What follows belongs to an exercise in optimizing a design on an open flow for small area, a short achievable clock period and few clock cycles per item; a production flow would make more cautious choices.
No functional check of the RTL was part of any run shown here.
Power and IR drop assume default switching activity.

==> flow/design.v (outline; a module is shown in full before it is edited, if it fits) <==
// module asm_framesync: 2115 lines
module asm_framesync (
    input  wire        clk,
    input  wire        rst,
    input  wire        cmd_valid,
    output wire        cmd_ready,
    input  wire [1:0]  cmd_op,
    input  wire [7:0]  cmd_data,
    input  wire [63:0] cfg_marker,
    input  wire [6:0]  cfg_width,
    input  wire [16:0] cfg_framebits,
    input  wire [6:0]  cfg_t0,
    input  wire [6:0]  cfg_t1,
    input  wire [6:0]  cfg_t2,
    input  wire [6:0]  cfg_ts,
    input  wire [7:0]  cfg_g,
    input  wire [7:0]  cfg_b,
    input  wire [7:0]  cfg_sl,
    output reg         rsp_valid,
    output reg  [7:0]  rsp_wmask,
    output reg  [7:0]  rsp_wdata,
    output reg  [7:0]  rsp_start,
    output reg  [7:0]  rsp_done,
    output wire [1:0]  rsp_state,
    output wire        rsp_pol,
    output wire [6:0]  rsp_lastd,
    output wire        rsp_lastv,
    output wire        rsp_lasta
);
  // ...
==> flow/flow/run.sh <==
#!/bin/bash
# The standard layout, with timing repair aimed below the clock period:
# repair_timing works on paths until their setup slack reaches the margin.
# The clock, its period and the I/O constraints are the design's.
set -euo pipefail
bash standard.sh SETUP_SLACK_MARGIN=8 TNS_END_PERCENT=5 finish > layout.log 2>&1
==> flow/standard.sh <==
#!/bin/bash
# synth_recipe.tcl (not shown) runs the flow's synth.tcl, then flattens the netlist and writes it again
# the make line also repeats each setting of config.mk as NAME=value (left out here)
make -C /OpenROAD-flow-scripts/flow DESIGN_CONFIG=/design/flow/config.mk WORK_HOME=/design/flow/orfs CLKGATE_MAP_FILE= SYNTH_SCRIPT=/design/flow/synth_recipe.tcl "${@:-finish}"
==> flow/config.mk <==
export PLATFORM = sky130hd
export DESIGN_NAME = asm_framesync
export DESIGN_NICKNAME = asm_framesync
export VERILOG_FILES = /design/flow/design.v
export SDC_FILE = /design/flow/constraint.sdc
export NUM_CORES = 4
export LEC_CHECK = 0
export CAP_MARGIN = 20
export CORE_MARGIN = 2
export CORE_UTILIZATION = 40
export SLEW_MARGIN = 20
==> flow/constraint.sdc <==
create_clock -name core_clock -period 12.0 [get_ports {clk}]
set_input_delay 2.4000 -clock core_clock [delete_from_list [all_inputs] [get_ports {clk}]]
set_output_delay 2.4000 -clock core_clock [all_outputs]
set_load 0.01 [all_outputs]
==> flow_summary.json, run 1 <==
{
  "status": "finished clean",
  "fillers": 10690,
  "grt_max_degree": 94,
  "p_leak_nw": 22.45,
  "seqCellArea_mm2": 0.01244,
  "pwr-share-clk_pct": 24.9,
  "cts_num_sinks": 570,
  "hold_viol": 0,
  "dpl-instance-area_mm2": 0.04836,
  "first_pass_iters": 7,
  "cp_slowest_stage_delay_ns": 0.17,
  "use_met1_pct": 32.80,
  "wl_mm": 149.2,
  "powerClk_mw": 2.28,
  "drv_slew": 0,
  "nWellTaps": 1500,
  "synth_compound_area_share_pct": 9.750,
  "buffers": 313,
  "seq_cell_count": 570,
  "crit_path_start_kind": "input port",
  "wl_met2_mm": 70.00,
  "start_util_pct": 40.37,
  "die_y_um": 341.2,
  "grt-ovfl-total": 0,
  "final_core_util_pct": 46.63,
  "numCtsBuffers": 71,
  "cp_data_arrival_time_ns": 2.93,
  "ff2ff_setup_slack_ns": 7.23
}
==> inputs of run 2 (changes only) <==
--- a/flow/flow/run.sh
+++ b/flow/flow/run.sh
@@ -5,2 +5,2 @@
 set -euo pipefail
-bash standard.sh SETUP_SLACK_MARGIN=8 TNS_END_PERCENT=5 finish > layout.log 2>&1
+bash standard.sh SETUP_SLACK_MARGIN=7.5 finish > layout.log 2>&1
==> run 2 against run 1 <==
  * Design area down 0.39%
  * Die area unchanged
  * Clock power down 5%
  * Sequential power about the same
  * Total power about the same
  * Register-to-register slack better by 0.17 ns
  * Critical path depth unchanged
  * Area after synthesis unchanged
  * Wire length down 0.66%
  * Clock skew down 0.0076 ns
  * Largest power group unchanged
==> flow_summary.json, run 2 <==
{
  "status": "finished clean",
  "largest_registers": "m (64), cursor (63), s3_dn (56)",
  "clkTransAtPathRegs_ns": 0.07,
  "wl_mm": 148.2,
  "yosysMostFrequentCell": "inv_1",
  "power_density_mw_per_mm2": 174.4,
  "antenna_left": 0,
  "cts_root_buf": "clkbuf_16",
  "crit_slowest_cell": "ha_4",
  "cts_num_sinks": 570,
  "first_pass_iters": 6,
  "grt-ovfl-total": 0,
  "cp_slowest_stage_delay_ns": 0.13,
  "finalNetCount": 5731,
  "start_util_pct": 40.37,
  "dp_slack_ns": 5.576,
  "numCtsBuffers": 69,
  "hold_buffers": 0,
  "path_max_fanout": 2,
  "maxCapViolCount": 0,
  "largest_register": "m",
  "via_per_inst": 5.289,
  "ys_warn_count": 4,
  "critPathRequiredTime_ns": 9.60,
  "period_needed_ns": 5.262,
  "drive_gt1_share_pct": 11.07,
  "fillers": 10770,
  "track_usage_pct": 25.16,
  "synth_commonest_cells": "575 x inv_1, 567 x nand2_1, 472 x dfxtp_1, 472 x xor2_1, 453 x fa_1",
  "slew_headroom_pct": 25.18,
  "final_core_util_pct": 46.44,
  "holdPathStages": 0,
  "setup-violations-final": 0,
  "setup_tns_ns": 0,
  "ys.flop_type": "dfxtp_1",
  "syn_inst": 4905,
  "tritoncts": "built",
  "worstSetupStartpoint": "cmd_op[0]",
  "ys_seq_area_share_pct": 27.25,
  "ys_types": 107,
  "worstMarginPinSlew_ns": 1.117,
  "ff2ff_setup_slack_ns": 7.40,
  "cp_data_arrival_time_ns": 2.86,
  "die_y_um": 341.2,
  "drc_errors": 0,
  "max_freq_ghz": 0.1900,
  "p_leak_nw": 22.38,
  "drv_slew": 0,
  "crit_path_start_kind": "input port",
  "dp_hpwl_mm": 113.1,
  "largest_reg_flops": 64,
  "cp-end-kind": "output port",
  "grt_pass1_vias": 34260,
  "layout_commonest_cell": "inv_1",
  "synth-seq-cells": 570,
  "synth_edf_count": 98,
  "fp.dieArea_mm2": 0.1164,
  "r2r-start": "m[0]$_SDFFE_PP1P_",
  "rsz0062_at_grt": "true",
  "synth.avg_cell_area_um2": 9.272,
  "grt_max_degree": 100,
  "synthTopCellsByArea": "dfxtp_1 21%, fa_1 20%, xor2_1 9.1%",
  "cts_max_level": 3,
  "port_buffers": 195,
  "min_path_type": "flip-flop to flip-flop",
  "grt_first_pass_wirelength_mm": 220.7,
  "clock_latency_ns": 0.66,
  "num_rows": 123,
  "area_growth_pct": 15.04,
  "r2r_end": "s3_acqi[8]$_DFF_P_",
  "pin_count": 199,
  "drt_iter0_drc": 2752,
  "peakVddDrop_mv": 0.1428,
  "critical_path_class": "input port to output port",
  "vias": 34610,
  "crit_chain": "buf_12, inv_12, ha_4, nand2_4, buf_6",
  "post-route-period-util_pct": 43.85,
  "synth_top_area_share_pct": 20.78,
  "clockBufferDepth": 3,
  "r2r.worst_path.cells": 16,
  "dieWidth_um": 341.2,
  "worstSetupEndpoint": "cmd_ready",
  "synth_largest_area_cell": "dfxtp_1",
  "hold_viol": 0,
  "synth_area_mm2": 0.04548,
  "fin_ws_ns": 6.738,
  "synth_fp_nets": 5650,
  "final_cell_mix": "564 x inv_1, 561 x nand2_1, 471 x xor2_1, 446 x dfxtp_1, 439 x fa_1",
  "antenna_found_initial": 3,
  "gp_congestion": 0.9441,
  "coreArea_mm2": 0.1127,
  "wire_per_inst_um": 22.65,
  "fin_worst_skew_ns": 0.02366,
  "ys_async_sr_fraction_pct": 0
}
run 2: changes by cell type in the layout (fill, tap and decap cells not counted), sizes merged, moves of 2 or more:
cell,change
clkinvlp,+2
inv,-6
diode,+3
nand2,-3
clkinv,+4
clkbuf,-3
buf,+8
run 2: worst max-delay path, delay by kind of cell:
family                   cells  cell delay, ns
adder cells (fa/ha/maj)      1            0.13
AND/OR/NAND/NOR              1            0.06
buffers and inverters        3            0.27
run 2: routing by layer:
layer / part of all wire (%) / global-route usage [%] / vias to the layer above
li1: - / - / 16030
met1: 41 / 32.30 / 17060
met2: 47 / 41.74 / 1210
met3: 5.9 / 3.261 / 309
met4: 5.5 / 12.59 / 0
met5: 0 / 0 / -
run 2: worst min path at each step:
| stage | startpoint | endpoint | slack, ns |
|---|---|---|---|
| finish | s2_full[6]$_DFF_P_ | s3_full[6]$_DFF_P_ | 0.33 |
| global route | s2_full[6]$_DFF_P_ | s3_full[6]$_DFF_P_ | 0.33 |
| CTS | s2_full[6]$_DFF_P_ | s3_full[6]$_DFF_P_ | 0.33 |
| detailed placement | s2_full[1]$_DFF_P_ | s3_full[1]$_DFF_P_ | 0.31 |
| global placement | s2_full[5]$_DFF_P_ | s3_full[5]$_DFF_P_ | 0.31 |
| floorplan | s2_full[1]$_DFF_P_ | s3_full[1]$_DFF_P_ | 0.31 |
run 2: kinds of logic after synthesis:
| logic type | after synthesis | share of synthesized area [%] |
|---|---|---|
| DFF | 570 | 27.25 |
| and+or+nand+nor | 1365 | 14.83 |
| xor gates and xnor gates | 601 | 11.57 |
| muxes | 128 | 3.323 |
| AOI/OAI and AO/OA | 666 | 9.750 |
| adders and majority gates | 681 | 25.72 |
| buffers and inverters | 894 | 7.557 |
run 2: final cells by class:
cell class                      count  area [um2]  area share, %
Inverter                          582        2203          4.211
Antenna cell                        3       7.507        0.01435
Clock inverter                     31       367.9         0.7031
Tap cell                         1500        1877          3.587
Sequential cell                   570       12450          23.79
Clock buffer                       95        1938          3.704
Multi-Input combinational cell   3442       30400          58.11
Timing Repair Buffer              321        3079          5.885
run 2: metrics by stage:
step | instance area [um2] | instances | total power, mW | hold WS (ns)
2_1_floorplan | 45560 | 4905 | 5.268 | 0.3096
3_3_place_gp | 48370 | 6319 | 6.557 | 0.3135
3_5_place_dp | 48370 | 6319 | 6.642 | 0.3121
4_1_cts | 51520 | 6491 | 8.974 | 0.3287
5_1_grt | 52310 | 6541 | 9.758 | 0.3339
6_report | 52320 | 6544 | 9.126 | 0.3305
run 2: power by group:
part	switching (mW)	internal [mW]	leakage, nW
sequential	0.248	2.30	4.78
clock	0.908	1.25	1.12
combinational	2.43	1.99	16.5
total	3.59	5.54	22.4
run 2: timing repair:
action,in CTS,in global routing
pin swaps,44,44
endpoints found under the setup margin,261,88
cloned,1,1
buffers inserted,45,49
resized for setup,184,86

[what the ideal ports hide]
In the flow no input, the clock included, has a driving cell. The finished layouts below were timed again as built, in two steps. Step 1 sets driving cells, clkbuf_16 on the clock port and buf_2 on the other inputs (assumed; they add their load-dependent delay and slew). Step 2 also shifts input and output timing later by t, the mid clock arrival at the registers, as if the neighbouring blocks saw the same clock. Three values: ideal, step 1, step 2; two values: the first two.
| run | shift t [ns] | slack for setup (ns) | clock arrival spread, ns | slew at the worst register clock pin (ns) |
|---|---|---|---|---|
| run 1 | 0.722 | 6.666 / 6.585 / 6.585 | 0.033 / 0.032 | 0.07 / 0.07 |
| run 2 | 0.722 | 6.738 / 6.644 / 6.644 | 0.024 / 0.024 | 0.07 / 0.07 |
After both steps every run listed still meets setup and hold. The setup slack of run 2, which loses most, moves by -0.094 ns with the drivers and by -0.094 ns with both steps.
